Context: an optimization exercise on an open-source flow, tuned for small area, a short achievable clock period and few clock cycles. The choices shown serve that exercise and are no tape-out recipe.
The RTL was checked by simulation tests, not by an equivalence proof against the original design.
No activity file was given, so power comes from the tool's default toggle rates.

[design/flow/config.mk]
export PLATFORM = sky130hd
export DESIGN_NAME = ww_enc
export DESIGN_NICKNAME = ww_enc
export VERILOG_FILES = /design/flow/design.v
export SDC_FILE = /design/flow/constraint.sdc
export NUM_CORES = 4
export LEC_CHECK = 0
export ABC_AREA = 1
export CAP_MARGIN = 20
export CORE_MARGIN = 2
export CORE_UTILIZATION = 60
export CTS_BUF_LIST = sky130_fd_sc_hd__clkbuf_4 sky130_fd_sc_hd__clkbuf_8
export CTS_CLUSTER_SIZE = 40
export SETUP_SLACK_MARGIN = 3.4
export SLEW_MARGIN = 20
export SYNTH_HIERARCHICAL = 1
export SYNTH_MEMORY_MAX_BITS = 16384
export TNS_END_PERCENT = 10
[design/flow/design.v]
module ww_txt_code(utf, fin, sym, len, code);
  input utf;
  wire utf;
  input fin;
  wire fin;
  input [7:0] sym;
  wire [7:0] sym;
  output [3:0] len;
  wire [3:0] len;
  output [10:0] code;
  wire [10:0] code;
  wire _000_;
  wire _001_;
  wire _002_;
  wire _003_;
  wire _004_;
  wire _005_;
  wire _006_;
  wire _007_;
  wire _008_;
  wire _009_;
  wire _010_;
  wire _011_;
  wire _012_;
  wire _013_;
  wire _014_;
  wire _015_;
  wire _016_;
  wire _017_;
  wire _018_;
  wire _019_;
  wire _020_;
  wire _021_;
  wire _022_;
  wire _023_;
  wire _024_;
  wire _025_;
  wire _026_;
  wire _027_;
  wire _028_;
  wire _029_;
  wire _030_;
  wire _031_;
  wire _032_;
  wire _033_;
  wire _034_;
  wire _035_;
  wire _036_;
  wire _037_;
  wire _038_;
  wire _039_;
  wire _040_;
  wire _041_;
  wire _042_;
  wire _043_;
  wire _044_;
  wire _045_;
  wire _046_;
  wire _047_;
  wire _048_;
  wire _049_;
  wire _050_;
  wire _051_;
  wire _052_;
  wire _053_;
  wire _054_;
  wire _055_;
  wire _056_;
  wire _057_;
  wire _058_;
  wire _059_;
  wire _060_;
  wire _061_;
  wire _062_;
  wire _063_;
  wire _064_;
  wire _065_;
  wire _066_;
  wire _067_;
  wire _068_;
  wire _069_;
  wire _070_;
  wire _071_;
  wire _072_;
  wire _073_;
  wire _074_;
  wire _075_;
  wire _076_;
  wire _077_;
  wire _078_;
  wire _079_;
  wire _080_;
  wire _081_;
  wire _082_;
  wire _083_;
  wire _084_;
  wire _085_;
  wire _086_;
  wire _087_;
  wire _088_;
  wire _089_;
  wire _090_;
  wire _091_;
  wire _092_;
  wire _093_;
  wire _094_;
  wire _095_;
  wire _096_;
  wire _097_;
  wire _098_;
  wire _099_;
  wire _100_;
  wire _101_;
  wire _102_;
  wire _103_;
  wire _104_;
  wire _105_;
  wire _106_;
  wire _107_;
  wire _108_;
  wire _109_;
  wire _110_;
  wire _111_;
  wire _112_;
  wire _113_;
  wire _114_;
  wire _115_;
  wire _116_;
  wire _117_;
  wire _118_;
  wire _119_;
  wire _120_;
  wire _121_;
  wire _122_;
  wire _123_;
  wire _124_;
  wire _125_;
  wire _126_;
  wire _127_;
  wire _128_;
  wire _129_;
  wire _130_;
  wire _131_;
  wire _132_;
  wire _133_;
  wire _134_;
  wire _135_;
  wire _136_;
  wire _137_;
  wire _138_;
  wire _139_;
  wire _140_;
  wire _141_;
  wire _142_;
  wire _143_;
  wire _144_;
  wire _145_;
  wire _146_;
  wire _147_;
  wire _148_;
  wire _149_;
  wire _150_;
  wire _151_;
  wire _152_;
  wire _153_;
  wire _154_;
  wire _155_;
  wire _156_;
  wire _157_;
  wire _158_;
  wire _159_;
  wire _160_;
  wire _161_;
  wire _162_;
  wire _163_;
  wire _164_;
  wire _165_;
  wire _166_;
  wire _167_;
  wire _168_;
  wire _169_;
  wire _170_;
  wire _171_;
  wire _172_;
  wire _173_;
  wire _174_;
  wire _175_;
  wire _176_;
  wire _177_;
  wire _178_;
  wire _179_;
  wire _180_;
  wire _181_;
  wire _182_;
  wire _183_;
  wire _184_;
  wire _185_;
  wire _186_;
  wire _187_;
  wire _188_;
  wire _189_;
  wire _190_;
  wire _191_;
  wire _192_;
  wire _193_;
  wire _194_;
  wire _195_;
  wire _196_;
  wire _197_;
  wire _198_;
  wire _199_;
  wire _200_;
  wire _201_;
  wire _202_;
  wire _203_;
  wire _204_;
  wire _205_;
  wire _206_;
  wire _207_;
  wire _208_;
  wire _209_;
  wire _210_;
  wire _211_;
  wire _212_;
  wire _213_;
  wire _214_;
  wire _215_;
  wire _216_;
  wire _217_;
  wire _218_;
  wire _219_;
  wire _220_;
  wire _221_;
  wire _222_;
  wire _223_;
  wire _224_;
  wire _225_;
  wire _226_;
  wire _227_;
  wire _228_;
  wire _229_;
  wire _230_;
  wire _231_;
  wire _232_;
  wire _233_;
  wire _234_;
  wire _235_;
  wire _236_;
  wire _237_;
  wire _238_;
  wire _239_;
  wire _240_;
  wire _241_;
  wire _242_;
  wire _243_;
  wire _244_;
  wire _245_;
  wire _246_;
  wire _247_;
  wire _248_;
  wire _249_;
  wire _250_;
  wire _251_;
  wire _252_;
  wire _253_;
  wire _254_;
  wire _255_;
  wire _256_;
  wire _257_;
  wire _258_;
  wire _259_;
  wire _260_;
  wire _261_;
  wire _262_;
  wire _263_;
  wire _264_;
  wire _265_;
  wire _266_;
  wire _267_;
  wire _268_;
  wire _269_;
  wire _270_;
  wire _271_;
  wire _272_;
  wire _273_;
  wire _274_;
  wire _275_;
  wire _276_;
  wire _277_;
  wire _278_;
  wire _279_;
  wire _280_;
  wire _281_;
  wire _282_;
  wire _283_;
  wire _284_;
  wire _285_;
  wire _286_;
  wire _287_;
  wire _288_;
  wire _289_;
  wire _290_;
  wire _291_;
  wire _292_;
  wire _293_;
  wire _294_;
  wire _295_;
  wire _296_;
  wire _297_;
  wire _298_;
  wire _299_;
  wire _300_;
  wire _301_;
  wire _302_;
  wire _303_;
  wire _304_;
  wire _305_;
  wire _306_;
  wire _307_;
  wire _308_;
  wire _309_;
  wire _310_;
  wire _311_;
  wire _312_;
  wire _313_;
  wire _314_;
  wire _315_;
  wire _316_;
  wire _317_;
  wire _318_;
  wire _319_;
  wire _320_;
  wire _321_;
  wire _322_;
  wire _323_;
  wire _324_;
  wire _325_;
  wire _326_;
  wire _327_;
  wire _328_;
  wire _329_;
  wire _330_;
  wire _331_;
  wire _332_;
  wire _333_;
  wire _334_;
  wire _335_;
  wire _336_;
  wire _337_;
  wire _338_;
  wire _339_;
  wire _340_;
  wire _341_;
  wire _342_;
  wire _343_;
  wire _344_;
  wire _345_;
  wire _346_;
  wire _347_;
  wire _348_;
  wire _349_;
  wire _350_;
  wire _351_;
  wire _352_;
  wire _353_;
  wire _354_;
  wire _355_;
  wire _356_;
  wire _357_;
  wire _358_;
  wire _359_;
  wire _360_;
  wire _361_;
  wire _362_;
  wire _363_;
  wire _364_;
  wire _365_;
  assign _156_ = ~sym[5];
  assign _167_ = ~sym[1];
  assign _178_ = ~sym[7];
  assign _189_ = ~(fin | utf);
  assign _199_ = sym[5] & sym[6];
  assign _210_ = ~(sym[2] | sym[1]);
  assign _221_ = ~(sym[3] | sym[2]);
  assign _231_ = _210_ & ~(sym[3]);
  assign _242_ = sym[1] | sym[0];
  assign _253_ = sym[0] | ~(_231_);
  assign _263_ = sym[1] & sym[0];
  assign _273_ = sym[2] | sym[0];
  assign _283_ = ~(sym[2] | _263_);
  assign _292_ = ~(sym[3] & sym[2]);
  assign _301_ = sym[3] & sym[1];
  assign _308_ = _210_ | ~(sym[3]);
  assign _309_ = _283_ | ~(sym[3]);
  assign _310_ = _253_ & _309_;
  assign _311_ = sym[6] & ~(sym[4]);
  assign _312_ = _310_ & _311_;
  assign _313_ = _199_ | _312_;
  assign _314_ = sym[4] & sym[5];
  assign _315_ = sym[0] | ~(_210_);
  assign _316_ = sym[3] | ~(_315_);
  assign _317_ = ~(_283_ & _316_);
  assign _318_ = ~(_314_ & _317_);
  assign _319_ = ~(sym[3] | sym[4]);
  assign _320_ = sym[4] | sym[1];
  assign _321_ = ~(_210_ & _319_);
  assign _322_ = sym[4] | ~(_221_);
  assign _323_ = sym[0] | _321_;
  assign _324_ = _156_ | _323_;
  assign _325_ = _318_ & _324_;
  assign _326_ = ~(_313_ & _325_);
  assign _327_ = ~(_178_ & _326_);
  assign _328_ = ~(_189_ & _327_);
  assign _329_ = sym[5] & ~(sym[6]);
  assign _330_ = sym[4] & _329_;
  assign _331_ = _292_ & _314_;
  assign _332_ = sym[6] | ~(_331_);
  assign _333_ = ~(_308_ & _330_);
  assign _334_ = _178_ & _333_;
  assign _335_ = sym[2] & _242_;
  assign _336_ = ~(sym[2] & _242_);
  assign _337_ = _242_ & ~(_292_);
  assign _338_ = sym[4] | _337_;
  assign _339_ = sym[3] & sym[4];
  assign _340_ = sym[2] & _339_;
  assign _341_ = ~(_273_ & _339_);
  assign _342_ = _283_ | ~(_339_);
  assign _343_ = sym[6] & _342_;
  assign _344_ = _338_ & _343_;
  assign _345_ = _199_ | _344_;
  assign _346_ = ~(_253_ & _314_);
  assign _347_ = _324_ & _345_;
  assign _348_ = ~(_346_ & _347_);
  assign _349_ = ~(_334_ & _348_);
  assign _350_ = sym[2] & sym[1];
  assign _351_ = sym[2] & _263_;
  assign _352_ = sym[3] | _351_;
  assign _353_ = _314_ & _352_;
  assign _354_ = ~(sym[7] & _353_);
  assign _355_ = _335_ & _339_;
  assign _356_ = ~(sym[6] & _355_);
  assign _357_ = sym[7] & ~(_199_);
  assign _358_ = ~(_356_ & _357_);
  assign _359_ = utf & ~(fin);
  assign _360_ = _354_ & _359_;
  assign _361_ = _358_ & _360_;
  assign _362_ = ~(_349_ & _361_);
  assign code[9] = _328_ & _362_;
  assign _363_ = ~(_221_ & _330_);
  assign _364_ = sym[3] ^ _315_;
  assign _365_ = _156_ | _364_;
  assign _000_ = ~(_345_ & _365_);
  assign _001_ = ~(_363_ & _000_);
  assign _002_ = ~(_178_ & _001_);
  assign _003_ = _353_ | ~(sym[6]);
  assign _004_ = sym[1] & ~(_292_);
  assign _005_ = ~(sym[4] | _004_);
  assign _006_ = _005_ | ~(_329_);
  assign _007_ = sym[7] & _006_;
  assign _008_ = ~(_003_ & _007_);
  assign _009_ = utf & _008_;
  assign _010_ = ~(_002_ & _009_);
  assign _011_ = sym[4] ? _310_ : _364_;
  assign _012_ = ~(_199_ & _011_);
  assign _013_ = sym[6] & ~(sym[5]);
  assign _014_ = sym[4] | _309_;
  assign _015_ = sym[4] & ~(sym[3]);
  assign _016_ = ~(_283_ & _015_);
  assign _017_ = _242_ & ~(_263_);
  assign _018_ = _322_ | ~(_017_);
  assign _019_ = _016_ & _018_;
  assign _020_ = ~(_014_ & _019_);
  assign _021_ = ~(_013_ & _020_);
  assign _022_ = sym[1] | _363_;
  assign _023_ = ~(sym[7] | utf);
  assign _024_ = _022_ & _023_;
  assign _025_ = _021_ & _024_;
  assign _026_ = _012_ & _025_;
  assign _027_ = ~(fin | _026_);
  assign code[8] = ~(_010_ & _027_);
  assign _028_ = ~(_315_ & _336_);
  assign _029_ = _339_ | ~(_028_);
  assign _030_ = _210_ | ~(_339_);
  assign _031_ = _199_ & _030_;
  assign _032_ = ~(sym[4] & _210_);
  assign _033_ = ~(_029_ & _031_);
  assign _034_ = _263_ & ~(sym[2]);
  assign _035_ = ~(sym[2] ^ _263_);
  assign _036_ = _339_ | ~(_013_);
  assign _037_ = _035_ | _036_;
  assign _038_ = ~(sym[3] ^ _210_);
  assign _039_ = ~(_330_ & _038_);
  assign _040_ = _023_ & _037_;
  assign _041_ = _039_ & _040_;
  assign _042_ = ~(_033_ & _041_);
  assign _043_ = _156_ & ~(_005_);
  assign _044_ = _355_ | ~(_043_);
  assign _045_ = ~(sym[6] | _005_);
  assign _046_ = sym[5] | _045_;
  assign _047_ = sym[4] | ~(_352_);
  assign _048_ = _351_ | ~(_015_);
  assign _049_ = sym[6] & _048_;
  assign _050_ = ~(_047_ & _049_);
  assign _051_ = ~(_046_ & _050_);
  assign _052_ = ~(_044_ & _051_);
  assign _053_ = ~(_007_ & _052_);
  assign _054_ = _319_ & _028_;
  assign _055_ = _335_ ? sym[4] : sym[3];
  assign _056_ = _054_ | _055_;
  assign _057_ = ~(_013_ & _056_);
  assign _058_ = ~(_221_ | _301_);
  assign _059_ = _331_ & _058_;
  assign _060_ = sym[6] | _059_;
  assign _061_ = _339_ & ~(_017_);
  assign _062_ = _028_ | _061_;
  assign _063_ = ~(_199_ & _062_);
  assign _064_ = _060_ & _063_;
  assign _065_ = ~(_057_ & _064_);
  assign _066_ = _178_ & _065_;
  assign _067_ = ~(fin | _066_);
  assign _068_ = _053_ & _067_;
  assign _069_ = _189_ | _068_;
  assign code[7] = ~(_042_ & _069_);
  assign _070_ = sym[3] | _350_;
  assign _071_ = _319_ & ~(_350_);
  assign _072_ = sym[5] | _071_;
  assign _073_ = sym[5] & ~(_070_);
  assign _074_ = ~(_032_ & _073_);
  assign _075_ = _072_ & _074_;
  assign _076_ = sym[6] | _075_;
  assign _077_ = ~(sym[6] & _030_);
  assign _078_ = _156_ & ~(_017_);
  assign _079_ = ~(_321_ & _078_);
  assign _080_ = _077_ | _079_;
  assign _081_ = _199_ & _017_;
  assign _082_ = _199_ & _339_;
  assign _083_ = _081_ | _082_;
  assign _084_ = ~(_341_ & _083_);
  assign _085_ = sym[4] | _231_;
  assign _086_ = _080_ & _084_;
  assign _087_ = _178_ & _076_;
  assign _088_ = _086_ & _087_;
  assign _089_ = ~(fin | _088_);
  assign _090_ = utf | _089_;
  assign _091_ = _263_ & ~(_292_);
  assign _092_ = ~(_263_ & _340_);
  assign _093_ = ~(_043_ & _092_);
  assign _094_ = sym[5] & ~(_091_);
  assign _095_ = ~(_352_ & _094_);
  assign _096_ = ~(_093_ & _095_);
  assign _097_ = ~(sym[6] & _096_);
  assign _098_ = sym[7] & _359_;
  assign _099_ = ~(sym[1] & _339_);
  assign _100_ = ~(_339_ & _350_);
  assign _101_ = ~(_045_ & _100_);
  assign _102_ = _098_ & _101_;
  assign _103_ = ~(_097_ & _102_);
  assign _104_ = ~(fin | sym[7]);
  assign _105_ = _178_ & _359_;
  assign _106_ = _156_ & ~(_321_);
  assign _107_ = _060_ | _106_;
  assign _108_ = _340_ | ~(_017_);
  assign _109_ = sym[6] & _108_;
  assign _110_ = _013_ | _109_;
  assign _111_ = sym[5] | _340_;
  assign _112_ = _028_ & ~(_111_);
  assign _113_ = ~(_322_ & _112_);
  assign _114_ = ~(_110_ & _113_);
  assign _115_ = ~(_107_ & _114_);
  assign _116_ = ~(_105_ & _115_);
  assign _117_ = _103_ & _116_;
  assign code[6] = ~(_090_ & _117_);
  assign _118_ = ~(_013_ & _108_);
  assign _119_ = ~(sym[5] | sym[6]);
  assign _120_ = _321_ | ~(_119_);
  assign _121_ = _178_ & _120_;
  assign _122_ = ~(sym[0] & _030_);
  assign _123_ = ~(_199_ & _122_);
  assign _124_ = ~(sym[2] & _015_);
  assign _125_ = _321_ & _329_;
  assign _126_ = ~(_124_ & _125_);
  assign _127_ = _123_ & _126_;
  assign _128_ = _121_ & _127_;
  assign _129_ = ~(_118_ & _128_);
  assign _130_ = _004_ | ~(_070_);
  assign _131_ = ~(sym[4] & _070_);
  assign _132_ = sym[0] | _131_;
  assign _133_ = ~(_130_ & _132_);
  assign _134_ = ~(_013_ & _133_);
  assign _135_ = sym[6] | _130_;
  assign _136_ = _035_ | ~(_199_);
  assign _137_ = sym[7] & _136_;
  assign _138_ = _135_ & _137_;
  assign _139_ = ~(_134_ & _138_);
  assign _140_ = utf & _129_;
  assign _141_ = ~(_139_ & _140_);
  assign _142_ = _339_ ? _283_ : sym[0];
  assign _143_ = _156_ | _142_;
  assign _144_ = sym[6] & ~(_122_);
  assign _145_ = _199_ | _144_;
  assign _146_ = ~(_143_ & _145_);
  assign _147_ = sym[5] | _131_;
  assign _148_ = ~(sym[6] | _071_);
  assign _149_ = ~(_167_ & _331_);
  assign _150_ = _148_ & _149_;
  assign _151_ = ~(_147_ & _150_);
  assign _152_ = _023_ & _151_;
  assign _153_ = _146_ & _152_;
  assign _154_ = ~(fin | _153_);
  assign code[5] = ~(_141_ & _154_);
  assign _155_ = _323_ & _342_;
  assign _157_ = _156_ | _155_;
  assign _158_ = ~(_145_ & _157_);
  assign _159_ = ~(_210_ & _015_);
  assign _160_ = _156_ & _159_;
  assign _161_ = ~(_085_ & _160_);
  assign _162_ = ~(sym[1] & _015_);
  assign _163_ = ~(_321_ & _162_);
  assign _164_ = ~(sym[5] & _163_);
  assign _165_ = _292_ | ~(_314_);
  assign _166_ = sym[6] | ~(_165_);
  assign _168_ = _161_ & ~(_166_);
  assign _169_ = ~(_164_ & _168_);
  assign _170_ = ~(_158_ & _169_);
  assign _171_ = ~(_178_ & _170_);
  assign _172_ = _308_ | _351_;
  assign _173_ = ~(_032_ & _131_);
  assign _174_ = ~(_172_ & _173_);
  assign _175_ = ~(_210_ | _350_);
  assign _176_ = sym[4] | _175_;
  assign _177_ = _013_ & _176_;
  assign _179_ = ~(_174_ & _177_);
  assign _180_ = sym[6] | ~(_175_);
  assign _181_ = sym[7] & ~(_081_);
  assign _182_ = _180_ & _181_;
  assign _183_ = ~(_179_ & _182_);
  assign _184_ = utf & _183_;
  assign _185_ = ~(_171_ & _184_);
  assign _186_ = _314_ | _135_;
  assign _187_ = ~(sym[6] & _165_);
  assign _188_ = sym[0] | _301_;
  assign _190_ = sym[0] | _333_;
  assign _191_ = _187_ & _190_;
  assign _192_ = _023_ & _191_;
  assign _193_ = _186_ & _192_;
  assign _194_ = ~(fin | _193_);
  assign code[4] = ~(_185_ & _194_);
  assign _195_ = ~(sym[6] & _111_);
  assign _196_ = sym[0] | ~(sym[6]);
  assign _197_ = _195_ ? sym[1] : sym[0];
  assign _198_ = _178_ | _197_;
  assign _200_ = sym[5] | _100_;
  assign _201_ = sym[6] & _200_;
  assign _202_ = ~(_157_ & _201_);
  assign _203_ = _314_ | _038_;
  assign _204_ = ~(_331_ & _188_);
  assign _205_ = ~(_203_ & _204_);
  assign _206_ = sym[6] | _205_;
  assign _207_ = _178_ & _206_;
  assign _208_ = ~(_202_ & _207_);
  assign _209_ = ~(_198_ & _208_);
  assign _211_ = ~(utf & _209_);
  assign _212_ = _339_ & _034_;
  assign _213_ = ~(sym[5] & _212_);
  assign _214_ = _201_ & _213_;
  assign _215_ = ~(_324_ & _214_);
  assign _216_ = _329_ & ~(_176_);
  assign _217_ = ~(_167_ & _319_);
  assign _218_ = _119_ & _217_;
  assign _219_ = _175_ | ~(_218_);
  assign _220_ = _332_ & _023_;
  assign _222_ = _219_ & _220_;
  assign _223_ = _222_ & ~(_216_);
  assign _224_ = _215_ & _223_;
  assign _225_ = ~(fin | _224_);
  assign code[3] = ~(_211_ & _225_);
  assign _226_ = _156_ & ~(_350_);
  assign _227_ = _226_ & ~(_155_);
  assign _228_ = _187_ | _227_;
  assign _229_ = ~(_119_ & _175_);
  assign _230_ = _178_ & _229_;
  assign _232_ = sym[2] | _099_;
  assign _233_ = _176_ & _232_;
  assign _234_ = ~(_329_ & _233_);
  assign _235_ = _230_ & _234_;
  assign _236_ = ~(_228_ & _235_);
  assign _237_ = sym[7] & sym[0];
  assign _238_ = _195_ & _237_;
  assign _239_ = ~(fin | _238_);
  assign _240_ = ~(_236_ & _239_);
  assign _241_ = ~(utf & _240_);
  assign _243_ = _167_ | _341_;
  assign _244_ = sym[5] & _243_;
  assign _245_ = ~(_323_ & _244_);
  assign _246_ = sym[5] | ~(sym[1]);
  assign _247_ = _111_ & _246_;
  assign _248_ = ~(_245_ & _247_);
  assign _249_ = ~(sym[6] & _248_);
  assign _250_ = _320_ & _329_;
  assign _251_ = ~(_099_ & _250_);
  assign _252_ = _178_ & _251_;
  assign _254_ = _249_ & _252_;
  assign _255_ = ~(sym[1] & _119_);
  assign _256_ = _255_ | ~(_322_);
  assign _257_ = _189_ & _256_;
  assign _258_ = _120_ & _257_;
  assign _259_ = ~(_254_ & _258_);
  assign code[2] = ~(_241_ & _259_);
  assign _260_ = _359_ & _255_;
  assign _261_ = ~(_254_ & _260_);
  assign _262_ = sym[0] & ~(_015_);
  assign _264_ = ~(_032_ & _262_);
  assign _265_ = ~(_329_ & _264_);
  assign _266_ = ~(sym[0] & _322_);
  assign _267_ = ~(_218_ & _266_);
  assign _268_ = _178_ & _189_;
  assign _269_ = _196_ & _268_;
  assign _270_ = _077_ & _269_;
  assign _271_ = _267_ & _270_;
  assign _272_ = ~(_265_ & _271_);
  assign code[1] = ~(_261_ & _272_);
  assign _274_ = _071_ & _119_;
  assign _275_ = utf | _274_;
  assign _276_ = ~(_333_ & _077_);
  assign _277_ = ~(utf & _276_);
  assign _278_ = _104_ & _275_;
  assign _279_ = sym[0] & _278_;
  assign code[0] = _277_ & _279_;
  assign _280_ = ~(sym[6] & _155_);
  assign _281_ = sym[6] & _105_;
  assign _282_ = ~(_155_ & _281_);
  assign _284_ = ~(_333_ & _280_);
  assign _285_ = sym[7] | _284_;
  assign _286_ = ~(_189_ & _285_);
  assign len[3] = _282_ & _286_;
  assign _287_ = _268_ | ~(_282_);
  assign len[2] = _284_ & _287_;
  assign _288_ = ~(_283_ & _082_);
  assign _289_ = ~(_178_ & _288_);
  assign _290_ = ~(_189_ & _289_);
  assign _291_ = _334_ | ~(_359_);
  assign len[1] = _290_ & _291_;
  assign _293_ = _156_ | _280_;
  assign _294_ = ~(_334_ & _293_);
  assign _295_ = ~(_358_ & _294_);
  assign _296_ = ~(_359_ & _295_);
  assign _297_ = ~(_333_ & _288_);
  assign _298_ = _274_ | _297_;
  assign _299_ = ~(_268_ & _298_);
  assign len[0] = ~(_296_ & _299_);
  assign _300_ = _253_ & ~(_338_);
  assign _302_ = sym[5] | _300_;
  assign _303_ = _281_ & _302_;
  assign _304_ = ~(_157_ & _303_);
  assign _305_ = _189_ & _013_;
  assign _306_ = ~(_155_ & _305_);
  assign _307_ = _290_ & _306_;
  assign code[10] = _304_ & _307_;
endmodule
module ww_enc #(
    parameter W = 32               
) (
    input  wire        clk,
    input  wire        rst,
    input  wire        in_valid,
    output wire        in_ready,
    input  wire [2:0]  in_op,
    input  wire        in_end,
    input  wire [31:0] in_data,
    output wire        out_valid,
    input  wire        out_ready,
    output wire [7:0]  out_data
);
    localparam [2:0] OP_ASCII = 3'd0,
                     OP_UTF8  = 3'd1,
                     OP_RAW   = 3'd2,
                     OP_SYM   = 3'd3,
                     OP_ALIGN = 3'd4;
    localparam C16 = 4,            
               C13 = 3,            
               C11 = 2,            
               C8  = 1,            
               C7  = 0;            
    reg         r_v;
    reg  [2:0]  r_op;
    reg         r_end;
    reg  [31:0] r_d;               
    reg         r_big;             
    reg         r_mid;             
    reg         r_byte;            
    reg  [1:0]  r_ph;              
    reg  [4:0]  r_c;               
    reg  [4:0]  r_lmax;            
    reg         in_value;          
    reg         x_v;
    reg  [15:0] x_chunk;           
    reg  [4:0]  x_len;             
    reg         x_wait;            
    reg  [W-1:0] q;
    reg  [5:0]   n;
    reg  [5:0]   m;
    reg          ov;               
    reg  [4:0]   rc;               
    wire first = !in_value;
    wire [3:0]  tx_len  = r_d[22:19];
    wire [10:0] tx_code = r_d[18:8];
    wire is_asc = (r_op == OP_ASCII);
    wire is_utf = (r_op == OP_UTF8);
    wire is_raw = (r_op == OP_RAW);
    wire is_sym = (r_op == OP_SYM);
    wire is_aln = r_op[2];
    reg  [3:0]  b_len;
    reg  [10:0] b_code;
    always @(*) begin
        b_len  = tx_len;
        b_code = tx_code;
        if (is_raw) begin
            b_len  = (r_end || r_d[7:0] != 8'd0) ? 4'd8 : 4'd0;
            b_code = r_end ? 11'd0 : {r_d[7:0], 3'b000};
        end
    end
    reg  [1:0]  t_len;
    reg  [2:0]  t_code;
    always @(*) begin
        t_len  = 2'd0;
        t_code = 3'b000;
        if (first) begin
            if (is_asc)      begin t_len = 2'd1; t_code = 3'b000; end
            else if (is_utf) begin t_len = 2'd2; t_code = 3'b100; end
            else if (is_raw) begin t_len = 2'd3; t_code = 3'b110; end
        end
    end
    wire [13:0] t_chunk = {t_code, 11'd0} | ({b_code, 3'd0} >> t_len);
    reg  [15:0] s_chunk;
    reg  [4:0]  s_len;
    always @(*) begin
        if (r_ph == 2'd2) begin
            s_chunk = {r_d[5:0], 10'd0};            s_len = 5'd6;
        end else if (r_ph == 2'd1) begin
            s_chunk = r_d[21:6];                    s_len = 5'd16;
        end else if (r_big) begin
            s_chunk = {6'b111111, r_d[31:22]};      s_len = 5'd16;
        end else if (r_mid) begin
            s_chunk = {6'b111110, r_d[15:6]};       s_len = 5'd16;
        end else if (r_byte) begin
            s_chunk = {5'b11110, r_d[7:0], 3'd0};   s_len = 5'd13;
        end else begin
            s_chunk = {4'b1110, r_d[3:0], 8'd0};    s_len = 5'd8;
        end
    end
    wire last = !is_sym || r_ph == 2'd2 || (r_ph == 2'd0 && !r_big && !r_mid);
    wire [2:0]  n_x   = n[2:0] + x_len[2:0];
    wire [2:0]  a_len = 3'd0 - n_x;
    wire [15:0] chunk = is_sym ? s_chunk : is_aln ? 16'd0 : {t_chunk, 2'd0};
    wire [4:0]  clen  = is_sym ? s_len : is_aln ? {2'd0, a_len}
                                       : {1'b0, b_len} + {3'd0, t_len};
    wire [4:0] rn = {m <= W - 16, m <= W - 13, m <= W - 11, m <= W - 8, m <= W - 7};
    function [4:0] kind_lmax(input [4:0] c);
        kind_lmax = ({5{c[C16]}} & 5'd16) | ({5{c[C13]}} & 5'd13) |
                    ({5{c[C11]}} & 5'd11) | ({5{c[C8]}} & 5'd8) |
                    ({5{c[C7]}} & 5'd7);
    endfunction
    wire [4:0] lmax = r_lmax;
    wire room_now = |(r_c & rn);
    wire room     = |(r_c & rc);
    wire adv   = r_v && !x_wait && room;
    wire r_go  = adv && last;
    assign in_ready = !r_v || r_go;
    wire   take     = in_valid && in_ready;
    wire        in_value_nx = (r_go && !r_op[2] && r_op != OP_SYM) ? !r_end : in_value;
    wire [3:0]  in_tlen;
    wire [10:0] in_tcode;
    ww_txt_code u_txt (.utf(in_op[0]), .fin(in_end), .sym(in_data[7:0]),
                       .len(in_tlen), .code(in_tcode));
    wire        in_text = !in_op[2] && in_op != OP_SYM;
    wire [31:0] in_d    = in_text ? {9'd0, in_tlen, in_tcode, in_data[7:0]} : in_data;
    wire        in_big  = |in_data[31:16];
    wire        in_mid  = |in_data[15:8];
    wire        in_byte = |in_data[7:4];
    wire [7:0]  in_b = in_data[7:0];
    wire        in_letter = !in_b[7] && in_b[6] && (in_b[4:0] != 5'd0) && (in_b[4:0] <= 5'd26);
    wire        in_digit  = (in_b[7:4] == 4'd3) && (in_b[3:0] <= 4'd9);
    wire        in_c7 = !in_end && (in_op == OP_ASCII ? (in_letter || in_digit) :
                                    in_op == OP_UTF8  ? in_letter : 1'b0);
    wire        in_c8 = !in_end && (in_op == OP_RAW || (in_op == OP_UTF8 && in_digit))
                        || in_end && in_op == OP_RAW;
    wire [4:0]  in_c = (in_op == OP_SYM) ? ((in_big | in_mid) ? 5'b10000 :
                                            in_byte ? 5'b01000 : 5'b00010) :
                       in_op[2]          ? 5'b00001 :
                       !in_value_nx      ? 5'b01000 :
                       in_c7             ? 5'b00001 :
                       in_c8             ? 5'b00010 : 5'b00100;
    wire pop = ov && out_ready;
    assign out_valid = ov;
    assign out_data  = q[W-1:W-8];
    wire         x_in  = x_v && !x_wait;    
    wire [15:0]  x_bits = x_in ? x_chunk : 16'd0;
    wire [W-1:0] q_ins = q | ({x_bits, {(W-16){1'b0}}} >> n);
    wire [5:0]   n_ins = n + (x_wait ? 6'd0 : {1'b0, x_len});
    wire [5:0]   m_a   = n + {1'b0, x_len} + {1'b0, lmax};
    wire [5:0]   m_b   = x_wait ? m : n_ins;
    wire [5:0]   m_adv = adv ? m_a : m_b;
    wire [5:0]   m_nx  = {m_adv[5:3] - {2'd0, pop}, m_adv[2:0]};
    wire [5:0]   n_nx  = {n_ins[5:3] - {2'd0, pop}, n_ins[2:0]};
    function [4:0] fits(input [5:0] v, input [1:0] k);
        fits = {v <= W - 16 + 8 * k, v <= W - 13 + 8 * k, v <= W - 11 + 8 * k,
                v <= W - 8 + 8 * k,  v <= W - 7 + 8 * k};
    endfunction
    wire [4:0]   fa0 = fits(m_a, 2'd0), fa1 = fits(m_a, 2'd1), fa2 = fits(m_a, 2'd2);
    wire [4:0]   fb0 = fits(m_b, 2'd0), fb1 = fits(m_b, 2'd1), fb2 = fits(m_b, 2'd2);
    wire [4:0]   f0  = adv ? fa0 : fb0;
    wire [4:0]   f1  = adv ? fa1 : fb1;
    wire [4:0]   f2  = adv ? fa2 : fb2;
    wire         ge8  = (n_ins >= 6'd8);
    wire         ge16 = (n_ins >= 6'd16);
    wire [4:0]   rc_nx = pop ? (ge16 ? f2 : f1) : (ge8 ? f1 : f0);
    always @(posedge clk) begin
        if (take) begin
            r_op   <= in_op;
            r_end  <= in_end;
            r_d    <= in_d;
            r_big  <= in_big;
            r_mid  <= in_mid;
            r_byte <= in_byte;
        end
        if (take) begin
            r_c    <= in_c;
            r_lmax <= kind_lmax(in_c);
            r_ph   <= 2'd0;
        end else if (adv) begin
            r_c    <= (r_ph == 2'd0 && r_big) ? 5'b10000 : 5'b00001;
            r_lmax <= (r_ph == 2'd0 && r_big) ? 5'd16 : 5'd7;
            r_ph <= (r_ph == 2'd0 && r_big) ? 2'd1 : 2'd2;
        end
        if (rst) begin
            r_v      <= 1'b0;
            in_value <= 1'b0;
            x_v      <= 1'b0;
            ov       <= 1'b0;
            x_len    <= 5'd0;
            rc       <= 5'b11111;
            x_wait   <= 1'b0;
            n        <= 6'd0;
            m        <= 6'd0;
            q        <= {W{1'b0}};
        end else begin
            if (in_ready)
                r_v <= in_valid;
            if (r_go && !r_op[2] && r_op != OP_SYM)
                in_value <= !r_end;
            if (!x_wait) begin
                x_v     <= adv;
                x_chunk <= chunk;
                x_len   <= adv ? clen : 5'd0;
                x_wait  <= adv && !room_now && !out_ready;
            end else begin
                x_wait  <= !pop;
            end
            m  <= m_nx;
            n  <= n_nx;
            ov <= (n_nx >= 6'd8);
            rc <= rc_nx;
            q <= pop ? {q_ins[W-9:0], 8'd0} : q_ins;
        end
    end
endmodule
[design/flow/constraint.sdc]
create_clock -name core_clock -period 6.0 [get_ports {clk}]
set_input_delay 1.2000 -clock core_clock [delete_from_list [all_inputs] [get_ports {clk}]]
set_output_delay 1.2000 -clock core_clock [all_outputs]
set_load 0.01 [all_outputs]
[design/flow/run.sh]
#!/bin/bash
# synth_recipe.tcl (not shown) runs the flow's synth.tcl, then flattens the netlist and writes it again
# the make line also repeats each setting of config.mk as NAME=value (left out here)
make -C /OpenROAD-flow-scripts/flow DESIGN_CONFIG=/design/flow/config.mk WORK_HOME=/design/flow/orfs CLKGATE_MAP_FILE= SYNTH_SCRIPT=/design/flow/synth_recipe.tcl finish
==> results.py, run 1 <==
metrics = {
    "worst_hold_path": {
        "hold_start": "q[6]$_SDFF_PP0_",
        "holdCritPathClass": "reg -> reg",
        "hold_depth": 2,
        "whs_endpoint": "q[6]$_SDFF_PP0_",
    },
    "floorplan": {
        "start_util_pct": 60.8,
        "rows": 47,
        "dieHeight_um": 133,
        "die_area_um2": 17700,
        "dieWidth_um": 133,
        "core-area_um2": 16500,
        "ioPinCount": 50,
    },
    "outcome": {
        "status": "timing/DRC/antenna clean",
    },
    "worst_setup_path": {
        "timing.rr.start": "r_c[3]$_SDFFCE_PN0P_",
        "critical_path_class": "reg -> out",
        "cp-end-kind": "output pin",
        "cp_data_arrival_time_ps": 1660,
        "r2r_end": "rc[3]$_SDFF_PP1_",
        "worstPathRequired_ps": 4800,
        "reg2reg_setup_slack_ps": 3240,
        "worstRegToRegCells": 18,
        "startpoint_type": "flop",
        "cp_max_fo": 3,
    },
    "drt": {
        "viasPerCell": 6.00,
        "wl_per_cell_um": 17.5,
        "drc_errors": 0,
        "drtAntennaViolNets": 0,
        "wirelength_um": 32100,
        "vias": 11000,
        "firstDrtPassIters": 6,
        "first_iter_violations": 1397,
    },
    "place": {
        "gp_congestion": 1.01,
        "detailed_place_hpwl_um": 22500,
        "numPortBuffers": 49,
        "dp_cells": 1742,
    },
    "layout": {
        "finalNonFillerCells": 1828,
        "antenna_cells": 0,
        "nFillCells": 1381,
        "finalNetCount": 1669,
        "drive_gt1_share_pct": 13.7,
        "multi_input_area_um2": 6150,
        "final-seq-area_um2": 3160,
        "area_growth_pct": 16.7,
    },
    "global_route": {
        "grt_overflow": 0,
        "grt_pass1_wl_um": 50900,
        "grt_max_degree": 47,
        "grt_pass1_vias": 10100,
        "grt_antenna_before_repair": 0,
        "gr-usage-all-layers_pct": 36.2,
    },
    "timing": {
        "max_slew_margin_pct": 46.1,
        "tightest_slew_ps": 808,
        "finalCritPeriodShare_pct": 47.6,
        "fin_crit_ps": 2860,
        "tns_ps": 0,
        "finalSetupViolations": 0,
        "rsz0062_at_grt": "yes",
        "fmax_ghz": 0.350,
        "hold_viol": 0,
        "maxSlewViolCount": 0,
        "fin_skew_ps": 15.3,
    },
    "synth": {
        "postSynth.asyncResetShare_pct": 0,
        "ys_ff_latch": 125,
        "avgSynthCellArea_um2": 6.55,
        "synth_flop_cell": "edfxtp_1",
        "yosysWarnings": 7,
        "synth-edff-count": 64,
        "syn_inst": 1530,
        "synth.net_count": 1604,
        "post_synth_num_cell_types": 60,
        "synthesis.area_um2": 10000,
        "ys_seq_area_share_pct": 31.4,
    },
    "pwr": {
        "power.leakage_uw": 0.00539,
        "powerDensity_nw_per_um2": 301,
        "irDropWorstVdd_mv": 0.258,
    },
    "job": {
        "maxCapViolCount": 0,
    },
    "cts": {
        "hold_buffers": 0,
        "cts_root_buf": "clkbuf_8",
        "cts.sink_count": 125,
        "h-tree-depth": 4,
        "path_clk_slew_ps": 80,
        "clockBufferDepth": 2,
        "insertion_delay_ps": 460,
        "cts_tree": "built",
        "numCtsBuffers": 17,
    },
}
## metrics by stage
stage | instance area, µm² | hold slack, ps | power (µW) | setup slack, ps | util, %
after floorplan | 10100 | 436 | 2160 | 3330 | -
after global placement | 10500 | 443 | 2480 | 2040 | 63.9
after detailed placement | 10500 | 447 | 2500 | 1940 | 63.9
after CTS | 11500 | 458 | 3440 | 3150 | 70.0
after global routing | 11700 | 474 | 3740 | 3050 | 71.0
final | 11700 | 457 | 3520 | 3140 | 71.0
## cells in the final DEF (no fill, tap or decap), types with 17 or more instances in the layout
master and instances:
a21oi_1 54, buf_4 51, clkbuf_8 17, clkdlybuf4s50_1 40, dfxtp_1 54, edfxtp_1 64
ha_1 20, inv_1 151, nand2_1 487, nand3_1 131, nor2_1 121, o211ai_1 24
o21ai_0 69, o21ai_1 51
## critical path, cell delays in order, from the launching register on
cell and delay (ps):
edfxtp_1 440, nand2_1 100, nand3_2 110, o21ai_4 200, inv_6 60, nand2_4 100, nand2_4 60, buf_6 120
## report_power, final
part / internal (µW) / switching (µW) / leakage [µW]
Clock: 416 / 362 / 0.000203
Combinational: 574 / 1000 / 0.00406
Sequential: 1070 / 99.8 / 0.00113
## worst max path at each step
stage                                    start                  end  slack [ps]  cells past startpoint
after floorplan                n[0]$_SDFF_PP0_     rc[2]$_SDFF_PP1_        3330                     18
after CTS                     r_c[4]$_DFFE_PP_             in_ready        3150                      7
after global placement                in_op[0]  r_lmax[0]$_DFFE_PP_        2040                     10
after global routing         r_op[0]$_DFFE_PP_             in_ready        3050                      8
final                     r_c[3]$_SDFFCE_PN0P_             in_ready        3140                      7
after detailed placement              in_op[0]  r_lmax[0]$_DFFE_PP_        1940                     10
## cell usage after synthesis, drive strengths merged (8+ instances only)
cell type / n / area share, %
fa: 8 / 1.6
ha: 26 / 3.2
nand3: 136 / 7.0
nand2: 511 / 20
o21ai: 128 / 6.7
nand4: 15 / 0.94
edfxtp: 64 / 19
nor2: 147 / 6.4
clkbuf: 24 / 0.90
dfxtp: 61 / 12
o221ai: 12 / 1.0
nor3: 18 / 0.95
buf: 39 / 2.5
a31oi: 9 / 0.56
nor4: 8 / 0.56
inv: 175 / 6.6
o211ai: 25 / 1.9
a21oi: 59 / 3.0
## routing by layer
metal | vias to the layer above | routed length, µm | GRT usage, %
met3 | 133 | 3040 | 6.20
met5 | - | 0 | 0
li1 | 5193 | - | -
met1 | 4944 | 12900 | 48.0
met2 | 693 | 14800 | 58.9
met4 | 0 | 1330 | 14.9
## flip-flops by register name (all words and copies together), names as in the netlist, 2 cells and up
signal   cells
q           32
r_d         32
x_chunk     16
m            6
n            6
r_c          5
rc           5
x_len        5
r_lmax       4
r_op         3
r_ph         2
## per-module statistics from Yosys, one instance, submodules excluded
| module | cells | area [µm²] | times used | flops+latches |
|---|---|---|---|---|
| ww_enc | 1196 | 8330 | 1 | 125 |
| ww_txt_code | 334 | 1690 | 1 | 0 |
## cell families (layout without fill, tap and decap cells)
family	count (synthesis)	after routing	share of synthesized area, %
fa+ha+maj	34	34	4.85
flops	125	125	31.4
simple gates	843	843	36.0
mux	4	4	0.400
compound gates	271	272	16.2
buf+inv	244	320	10.3
xor+xnor	9	10	0.787
## area by class of cell
cell class,count,area share [%]
multi-input cells,1163,52.6
flip-flops and latches,125,27.1
repair buffers,106,8.23
inverters,181,6.16
well taps,220,2.35
clock buffers,18,2.07
clock inverters,14,1.44
repair inverters,1,0.0428
## what timing repair did
item                       in CTS  in global routing
setup endpoints to repair     109                 45
cloned                          3                  1
resized for setup             102                 18
buffers inserted               33                 17
pin swaps                      26                  7
Testbench counts, summed over its fixed seeds: cycles 7,403.
==> run 2, diff against run 1 <==
--- a/design/flow/config.mk
+++ b/design/flow/config.mk
@@ -11,7 +11,7 @@
 export CORE_UTILIZATION = 60
 export CTS_BUF_LIST = sky130_fd_sc_hd__clkbuf_4 sky130_fd_sc_hd__clkbuf_8
 export CTS_CLUSTER_SIZE = 40
-export SETUP_SLACK_MARGIN = 3.4
+export SETUP_SLACK_MARGIN = 3.1
 export SLEW_MARGIN = 20
 export SYNTH_HIERARCHICAL = 1
 export SYNTH_MEMORY_MAX_BITS = 16384
==> results.py, run 2 <==
metrics = {
    "layout": {
        "final-seq-area_um2": 3160,
        "area_growth_pct": 11.5,
        "final_common_cell": "nand2_1",
        "mostFrequentLayoutCells": "nand2_1 (494), inv_1 (158), nand3_1 (133)",
        "top_regs": "q (32), r_d (32), x_chunk (16)",
        "antenna_cells": 0,
        "finalNetCount": 1634,
        "multi_input_area_um2": 5940,
        "nFillCells": 1523,
        "drive_gt1_share_pct": 9.54,
    },
    "cts": {
        "cts.sink_count": 125,
        "cts_root_buf": "clkbuf_8",
        "numCtsBuffers": 17,
        "cts_tree": "built",
        "clockBufferDepth": 2,
        "h-tree-depth": 4,
        "insertion_delay_ps": 450,
        "path_clk_slew_ps": 80,
    },
    "synth": {
        "postSynth.asyncResetShare_pct": 0,
        "yosysWarnings": 7,
        "synth.area.top_cells": "edfxtp_1 (19%), nand2_1 (19%), dfxtp_1 (12%), nand3_1 (6.7%), inv_1 (6.0%)",
        "synth.net_count": 1604,
        "synthesis.area_um2": 10000,
        "syn_inst": 1530,
        "avgSynthCellArea_um2": 6.55,
        "yosysMostFrequentCell": "nand2_1",
        "synth_top_area_share_pct": 19.2,
        "ys_seq_area_share_pct": 31.4,
        "post_synth_num_cell_types": 60,
        "yosysTopAreaCell": "edfxtp_1",
        "ys_ff_latch": 125,
        "synth-edff-count": 64,
        "synth_common_cells": "nand2_1 (497), inv_1 (159), nand3_1 (134)",
        "synth_flop_cell": "edfxtp_1",
    },
    "floorplan": {
        "core-area_um2": 16500,
        "dieHeight_um": 133,
        "dieWidth_um": 133,
        "ioPinCount": 50,
        "die_area_um2": 17700,
        "rows": 47,
        "start_util_pct": 60.8,
    },
    "timing": {
        "finalSetupViolations": 0,
        "tns_ps": 0,
        "tightest_slew_ps": 1000,
        "max_slew_margin_pct": 33.1,
        "fin_crit_ps": 3040,
        "maxSlewViolCount": 0,
        "rsz0062_at_grt": "yes",
        "fmax_ghz": 0.329,
        "fin_skew_ps": 19.3,
        "hold_viol": 0,
        "finalCritPeriodShare_pct": 50.6,
    },
    "drt": {
        "viasPerCell": 5.83,
        "first_iter_violations": 1270,
        "drc_errors": 0,
        "wirelength_um": 30600,
        "vias": 10500,
        "drtAntennaViolNets": 0,
        "wl_per_cell_um": 17.1,
        "firstDrtPassIters": 6,
    },
    "worst_hold_path": {
        "holdCritPathClass": "reg -> reg",
    },
    "global_route": {
        "grt_pass1_wl_um": 49400,
        "grt_antenna_before_repair": 0,
        "gr-usage-all-layers_pct": 35.1,
        "grt_pass1_vias": 9764,
        "grt_overflow": 0,
        "grt_max_degree": 47,
    },
    "worst_setup_path": {
        "cp_data_arrival_time_ps": 1840,
        "cp_max_fo": 3,
        "startpoint_type": "flop",
        "worstPathCellList": "nand2_1, nand3_2, o21ai_4, inv_6, nand2_4, nand2_1, clkdlybuf4s15_1",
        "critPathSlowestCell": "edfxtp_1",
        "critical_path_class": "reg -> out",
        "cp-end-kind": "output pin",
        "crit_path_frequent_cell": "nand2_1",
        "max_stage_delay_ps": 430,
        "worstPathRequired_ps": 4800,
    },
    "place": {
        "detailed_place_hpwl_um": 22900,
        "numPortBuffers": 49,
        "gp_congestion": 0.981,
    },
    "pwr": {
        "finalPower_uw": 3390,
        "power.leakage_uw": 0.00521,
        "irDropWorstVdd_mv": 0.223,
        "powerDensity_nw_per_um2": 303,
    },
    "outcome": {
        "status": "timing/DRC/antenna clean",
    },
    "job": {
        "maxCapViolCount": 0,
    },
}
run 2: cell counts after synthesis:
No cell type changed its count.
run 2: layout make-up:
| cell class | instances | share of cell area [%] |
|---|---|---|
| sequential | 125 | 28.3 |
| tap | 220 | 2.46 |
| clock inverter | 10 | 1.19 |
| clock buffer | 22 | 2.65 |
| timing repair buffer | 73 | 5.84 |
| multi-input combinational | 1162 | 53.2 |
| inverter | 181 | 6.37 |
run 2: path summary, 6_finish.rpt:
path	slack [ps]	start	end	cells past startpoint
worst max-delay path	2960	r_c[2]$_SDFFCE_PN0P_	in_ready	7
worst min-delay path	460	q[2]$_SDFF_PP0_	q[2]$_SDFF_PP0_	2
worst max register to register	3100	n[2]$_SDFF_PP0_	rc[2]$_SDFF_PP1_	14
worst min register to register	460	q[2]$_SDFF_PP0_	q[2]$_SDFF_PP0_	2
run 2: critical path: cells and delay by family, from the launching register on:
family | cells | cell delay (ps)
AND/OR/NAND/NOR | 4 | 420
flip-flops | 1 | 430
buffers and inverters | 2 | 310
AO/OA/AOI/OAI | 1 | 230
run 2: Yosys stat by module, one instance, submodules excluded:
module	flip-flops and latches	times used	cells	area [µm²]
ww_enc	125	1	1196	8330
ww_txt_code	0	1	334	1690
run 2: layer usage:
metal | vias to the layer above | wire, µm | share of wire (%) | track usage [%]
li1 | 5126 | - | - | -
met1 | 4759 | 13000 | 42 | 46.4
met2 | 479 | 14000 | 46 | 56.8
met3 | 96 | 2510 | 8.2 | 6.85
met4 | 0 | 1090 | 3.6 | 14.1
met5 | - | 0 | 0 | 0
run 2: per-stage QoR:
step	std cells	cell area [µm²]	hold slack (ps)	setup WS (ps)	util [%]
2_1_floorplan	1530	10000	436	3140	-
3_5_place_dp	1743	10500	448	1920	63.7
6_report	1793	11200	460	2960	67.8
3_3_place_gp	1742	10500	442	1980	63.7
5_1_grt	1793	11200	470	2880	67.8
4_1_cts	1786	11100	458	2990	67.5
run 2: power by group:
part,switching (µW),internal (µW),total (µW)
Sequential,106,1070,1170
Combinational,922,477,1400
Clock,354,459,813
run 2: cell families (layout without fill, tap and decap cells):
| kind of cell | count (synthesis) | after routing | synth area share (%) |
|---|---|---|---|
| simple gates | 843 | 843 | 36.0 |
| compound gates | 271 | 272 | 16.2 |
| buf+inv | 244 | 286 | 10.3 |
| flops | 125 | 125 | 31.4 |
| fa+ha+maj | 34 | 34 | 4.85 |
| xor+xnor | 9 | 9 | 0.787 |
| mux | 4 | 4 | 0.400 |
run 2: timing repair:
action,4_1_cts,5_1_grt
pin swaps,3,0
resized for setup,48,22
hold buffers,0,0
setup endpoints to repair,93,32
setup buffers,10,7
gates cloned,1,0
==> run 3, diff against run 2 <==
--- a/design/flow/design.v
+++ b/design/flow/design.v
@@ -867,7 +867,7 @@
     wire r_go  = adv && last;
     assign in_ready = !r_v || r_go;
     wire   take     = in_valid && in_ready;
-    wire        in_value_nx = (r_go && !r_op[2] && r_op != OP_SYM) ? !r_end : in_value;
+    wire        in_value_nx = r_go ? ((!r_op[2] && r_op != OP_SYM) ? !r_end : in_value) : in_value;
     wire [3:0]  in_tlen;
     wire [10:0] in_tcode;
     ww_txt_code u_txt (.utf(in_op[0]), .fin(in_end), .sym(in_data[7:0]),
@@ -884,12 +884,13 @@
                                     in_op == OP_UTF8  ? in_letter : 1'b0);
     wire        in_c8 = !in_end && (in_op == OP_RAW || (in_op == OP_UTF8 && in_digit))
                         || in_end && in_op == OP_RAW;
-    wire [4:0]  in_c = (in_op == OP_SYM) ? ((in_big | in_mid) ? 5'b10000 :
-                                            in_byte ? 5'b01000 : 5'b00010) :
-                       in_op[2]          ? 5'b00001 :
-                       !in_value_nx      ? 5'b01000 :
-                       in_c7             ? 5'b00001 :
-                       in_c8             ? 5'b00010 : 5'b00100;
+    wire [4:0]  in_c_other = (in_op == OP_SYM) ? ((in_big | in_mid) ? 5'b10000 :
+                                                  in_byte ? 5'b01000 : 5'b00010) :
+                                                 5'b00001;
+    wire [4:0]  in_c_later = in_c7 ? 5'b00001 : in_c8 ? 5'b00010 : 5'b00100;
+    wire [4:0]  in_c = !in_text ? in_c_other : in_value_nx ? in_c_later : 5'b01000;
+    wire [4:0]  in_lmax = !in_text ? kind_lmax(in_c_other) :
+                          in_value_nx ? kind_lmax(in_c_later) : 5'd13;
     wire pop = ov && out_ready;
     assign out_valid = ov;
     assign out_data  = q[W-1:W-8];
@@ -925,7 +926,7 @@
         end
         if (take) begin
             r_c    <= in_c;
-            r_lmax <= kind_lmax(in_c);
+            r_lmax <= in_lmax;
             r_ph   <= 2'd0;
         end else if (adv) begin
             r_c    <= (r_ph == 2'd0 && r_big) ? 5'b10000 : 5'b00001;
--- a/design/flow/config.mk
+++ b/design/flow/config.mk
@@ -11,7 +11,7 @@
 export CORE_UTILIZATION = 60
 export CTS_BUF_LIST = sky130_fd_sc_hd__clkbuf_4 sky130_fd_sc_hd__clkbuf_8
 export CTS_CLUSTER_SIZE = 40
-export SETUP_SLACK_MARGIN = 3.1
+export SETUP_SLACK_MARGIN = 3.3
 export SLEW_MARGIN = 20
 export SYNTH_HIERARCHICAL = 1
 export SYNTH_MEMORY_MAX_BITS = 16384
==> results.py, run 3 <==
metrics = {
    "outcome": {
        "status": "timing/DRC/antenna clean",
    },
    "pwr": {
        "switchingPower_uw": 1470,
        "powerDensity_nw_per_um2": 306,
        "combPwrFrac_pct": 43.0,
        "intPower_uw": 2040,
        "pwr-share-seq_pct": 33.7,
        "p_sw_share_pct": 41.9,
        "power.clock.fraction_pct": 23.4,
        "irDropWorstVdd_mv": 0.188,
        "power.leakage_uw": 0.00525,
    },
    "worst_setup_path": {
        "critPathSlowestCell": "clkdlybuf4s50_1",
        "cp_data_arrival_time_ps": 3230,
        "worstPathRequired_ps": 6320,
        "cp_max_fo": 7,
        "critical_path_class": "in -> reg",
        "crit_path_frequent_cell": "nand2_1",
        "max_stage_delay_ps": 570,
        "startpoint_type": "input pin",
        "path_buf_inv": 2,
        "cp-end-kind": "flop",
        "cpLargestDelayFamily": "simple AND/OR/NAND/NOR gates",
        "worstPathCellList": "clkdlybuf4s50_1, inv_1, nand2_1, nor2_1, o21ai_0, nor2_1, nand3_1, nand2_1, nand2_1, nand2_1",
    },
    "timing": {
        "rsz0062_at_grt": "yes",
        "tns_ps": 0,
        "finalSetupViolations": 0,
        "maxSlewViolCount": 0,
        "fin_skew_ps": 17.1,
        "finalCritPeriodShare_pct": 48.5,
        "hold_viol": 0,
        "setup_ws_ps": 3090,
        "fin_crit_ps": 2910,
        "max_slew_margin_pct": 42.4,
        "fmax_ghz": 0.344,
        "tightest_slew_ps": 861,
        "holdWs_ps": 462,
    },
    "layout": {
        "area_growth_pct": 13.1,
        "nFillCells": 1376,
        "finalNetCount": 1641,
        "top_regs": "q (32), r_d (32), x_chunk (16)",
        "antenna_cells": 0,
        "drive_gt1_share_pct": 13.6,
        "utilization_pct": 69.3,
        "final_common_cell": "nand2_1",
        "mostFrequentLayoutCells": "nand2_1 (456), nand3_1 (155), inv_1 (145)",
        "finalNonFillerCells": 1800,
    },
    "place": {
        "place_ws_ps": 2050,
        "detailed_place_hpwl_um": 23600,
        "numPortBuffers": 49,
        "gp_congestion": 1.02,
        "dp_cells": 1748,
    },
    "cts": {
        "cts_root_buf": "clkbuf_8",
        "cts_tree": "built",
        "hold_buffers": 0,
        "clockBufferDepth": 2,
        "numCtsBuffers": 17,
        "h-tree-depth": 4,
        "path_clk_slew_ps": 80,
        "insertion_delay_ps": 470,
        "cts.sink_count": 125,
    },
    "synth": {
        "yosysMostFrequentCell": "nand2_1",
        "ys_seq_area_share_pct": 31.0,
        "synth_common_cells": "nand2_1 (473), nand3_1 (161), inv_1 (156)",
        "yosysWarnings": 7,
        "synth.net_count": 1606,
        "ys_ff_latch": 125,
        "avgSynthCellArea_um2": 6.61,
        "synth-simple-area-share_pct": 37.2,
        "synth_top_family_by_area": "simple AND/OR/NAND/NOR gates",
        "synth_top_area_share_pct": 19.0,
        "synthesis.area_um2": 10100,
        "syn_inst": 1532,
        "synth_flop_cell": "edfxtp_1",
        "muxShareOfSynthArea_pct": 0.395,
        "post_synth_num_cell_types": 63,
        "synth_fa_ha_area_share_pct": 4.79,
        "yosysTopAreaCell": "edfxtp_1",
        "synth-xor-area-share_pct": 0.691,
        "synth.area.top_cells": "edfxtp_1 (19%), nand2_1 (18%), dfxtp_1 (12%), nand3_1 (8.0%), inv_1 (5.8%)",
        "postSynth.asyncResetShare_pct": 0,
        "synth-edff-count": 64,
        "synth_compound_area_share_pct": 15.6,
    },
    "drt": {
        "highest_layer": "met4",
        "met3_wirelength_um": 3100,
        "first_iter_violations": 1473,
        "met1_length_um": 13400,
        "wl_met2_um": 14600,
        "wl_per_cell_um": 18.0,
        "drtAntennaViolNets": 0,
        "wirelength_um": 32500,
        "drc_errors": 0,
        "viasPerCell": 6.05,
        "firstDrtPassIters": 9,
        "vias": 10900,
    },
    "worst_hold_path": {
        "holdCritPathClass": "reg -> reg",
    },
    "floorplan": {
        "die_area_um2": 17900,
        "ioPinCount": 50,
        "rows": 47,
        "dieWidth_um": 134,
        "core-area_um2": 16500,
        "start_util_pct": 61.3,
        "dieHeight_um": 134,
    },
    "global_route": {
        "grt_pass1_wl_um": 51600,
        "gr-usage-all-layers_pct": 36.4,
        "grt_pass1_vias": 9962,
        "grt_antenna_before_repair": 0,
        "grt_overflow": 0,
        "grt_max_degree": 47,
    },
    "job": {
        "maxCapViolCount": 0,
    },
}
run 3: changes by cell type after synthesis, sizes merged, moves of 8 or more:
cell and change:
nand3 +30, a21oi +8, nand2 -20, clkbuf -12
buf +9, nor2 +9, o211ai -10
run 3: metrics by stage:
stage               total power (µW)  instance area (µm²)
floorplan                       2190                10200
global placement                2520                10600
detailed placement              2540                10600
CTS                             3410                11300
global route                    3720                11500
finish                          3510                11500
run 3: layer usage:
metal,track usage (%),vias up
li1,-,5147
met1,50.5,4944
met2,56.7,658
met3,6.20,133
met4,14.4,0
met5,0,-
run 3: Yosys stat by module (local to each module, per instance):
module | copies in the design | area, µm² | flops+latches
ww_enc | 1 | 8440 | 125
ww_txt_code | 1 | 1690 | 0
run 3: path summary, 6_finish.rpt:
check,from,endpoint,slack (ps),depth (start not counted)
max reg2reg,n[1]$_SDFF_PP0_,rc[2]$_SDFF_PP1_,3100,17
max,in_end,r_d[9]$_DFFE_PP_,3090,10
min reg2reg,q[3]$_SDFF_PP0_,q[3]$_SDFF_PP0_,460,2
min,q[3]$_SDFF_PP0_,q[3]$_SDFF_PP0_,460,2
run 3: cell families (layout without fill, tap and decap cells):
logic type,count (synthesis),in the layout
xor+xnor,8,8
compound gates,262,262
fa+ha+maj,34,34
simple gates,862,862
flops,125,125
mux,4,4
buf+inv,237,285
run 3: power groups by stage:
stage	clock network [µW]	registers [µW]	logic, µW
2_1_floorplan	0	1140	1050
3_3_place_gp	0	1190	1330
3_5_place_dp	0	1200	1350
4_1_cts	818	1180	1420
5_1_grt	859	1190	1670
6_report	821	1180	1510
run 3: cell type report:
| type | count | area (µm²) | share of cell area, % |
|---|---|---|---|
| clock buffer | 20 | 275 | 2.40 |
| clock inverter | 12 | 160 | 1.40 |
| inverter | 177 | 703 | 6.14 |
| multi-input combinational | 1170 | 6160 | 53.8 |
| sequential | 125 | 3170 | 27.6 |
| tap | 220 | 275 | 2.40 |
| timing repair buffer | 75 | 714 | 6.23 |
| timing repair inverter | 1 | 5.00 | 0.0437 |
run 3: tightest hold or removal path, stage by stage, from the launching register on:
cell	delay, ps
dfxtp_1	300
inv_1	60
a21oi_1	60
run 3: what timing repair did:
action | 4_1_cts | 5_1_grt
cloned | 1 | 1
endpoints found under the setup margin | 88 | 36
pin swaps | 27 | 9
endpoints found under the hold margin | 0 | 0
resized for setup | 93 | 28
buffers inserted | 9 | 9
Testbench counts of run 3, summed over its fixed seeds: cycles 7,403.

-- what the ideal ports hide --
No port has a modelled driver above. Below, the same layouts with a new extraction and two added sets of constraints.
Step 1 (the two cells are an assumption about what drives the block):
set clk [get_ports {clk}]
set_driving_cell -lib_cell sky130_fd_sc_hd__clkbuf_16 $clk
set_driving_cell -lib_cell sky130_fd_sc_hd__buf_2 [delete_from_list [all_inputs] $clk]
Step 2 moves the port delays by t, midway between the first and last clock arrival at a register: inputs arrive t later, outputs are due t later. That takes back most of the time a late clock gives input paths.
Slacks: ideal / step 1 / step 2; pairs: ideal / step 1.
run	t, ns	slack for setup (ns)	worst hold slack (ns)	worst setup path at the end	slew at the worst register clock pin (ns)
run 1	0.496	3.142 / 3.099 / 2.696	0.457 / 0.457 / 0.457	input to register	0.09 / 0.09
run 2	0.480	2.964 / 2.923 / 2.634	0.460 / 0.460 / 0.460	input to register	0.08 / 0.08
run 3	0.508	3.091 / 3.059 / 2.608	0.462 / 0.462 / 0.462	input to register	0.09 / 0.09
After both steps every run listed still meets setup and hold. The setup slack of run 3, which loses most, moves by -0.032 ns with the drivers and by -0.483 ns with both steps.
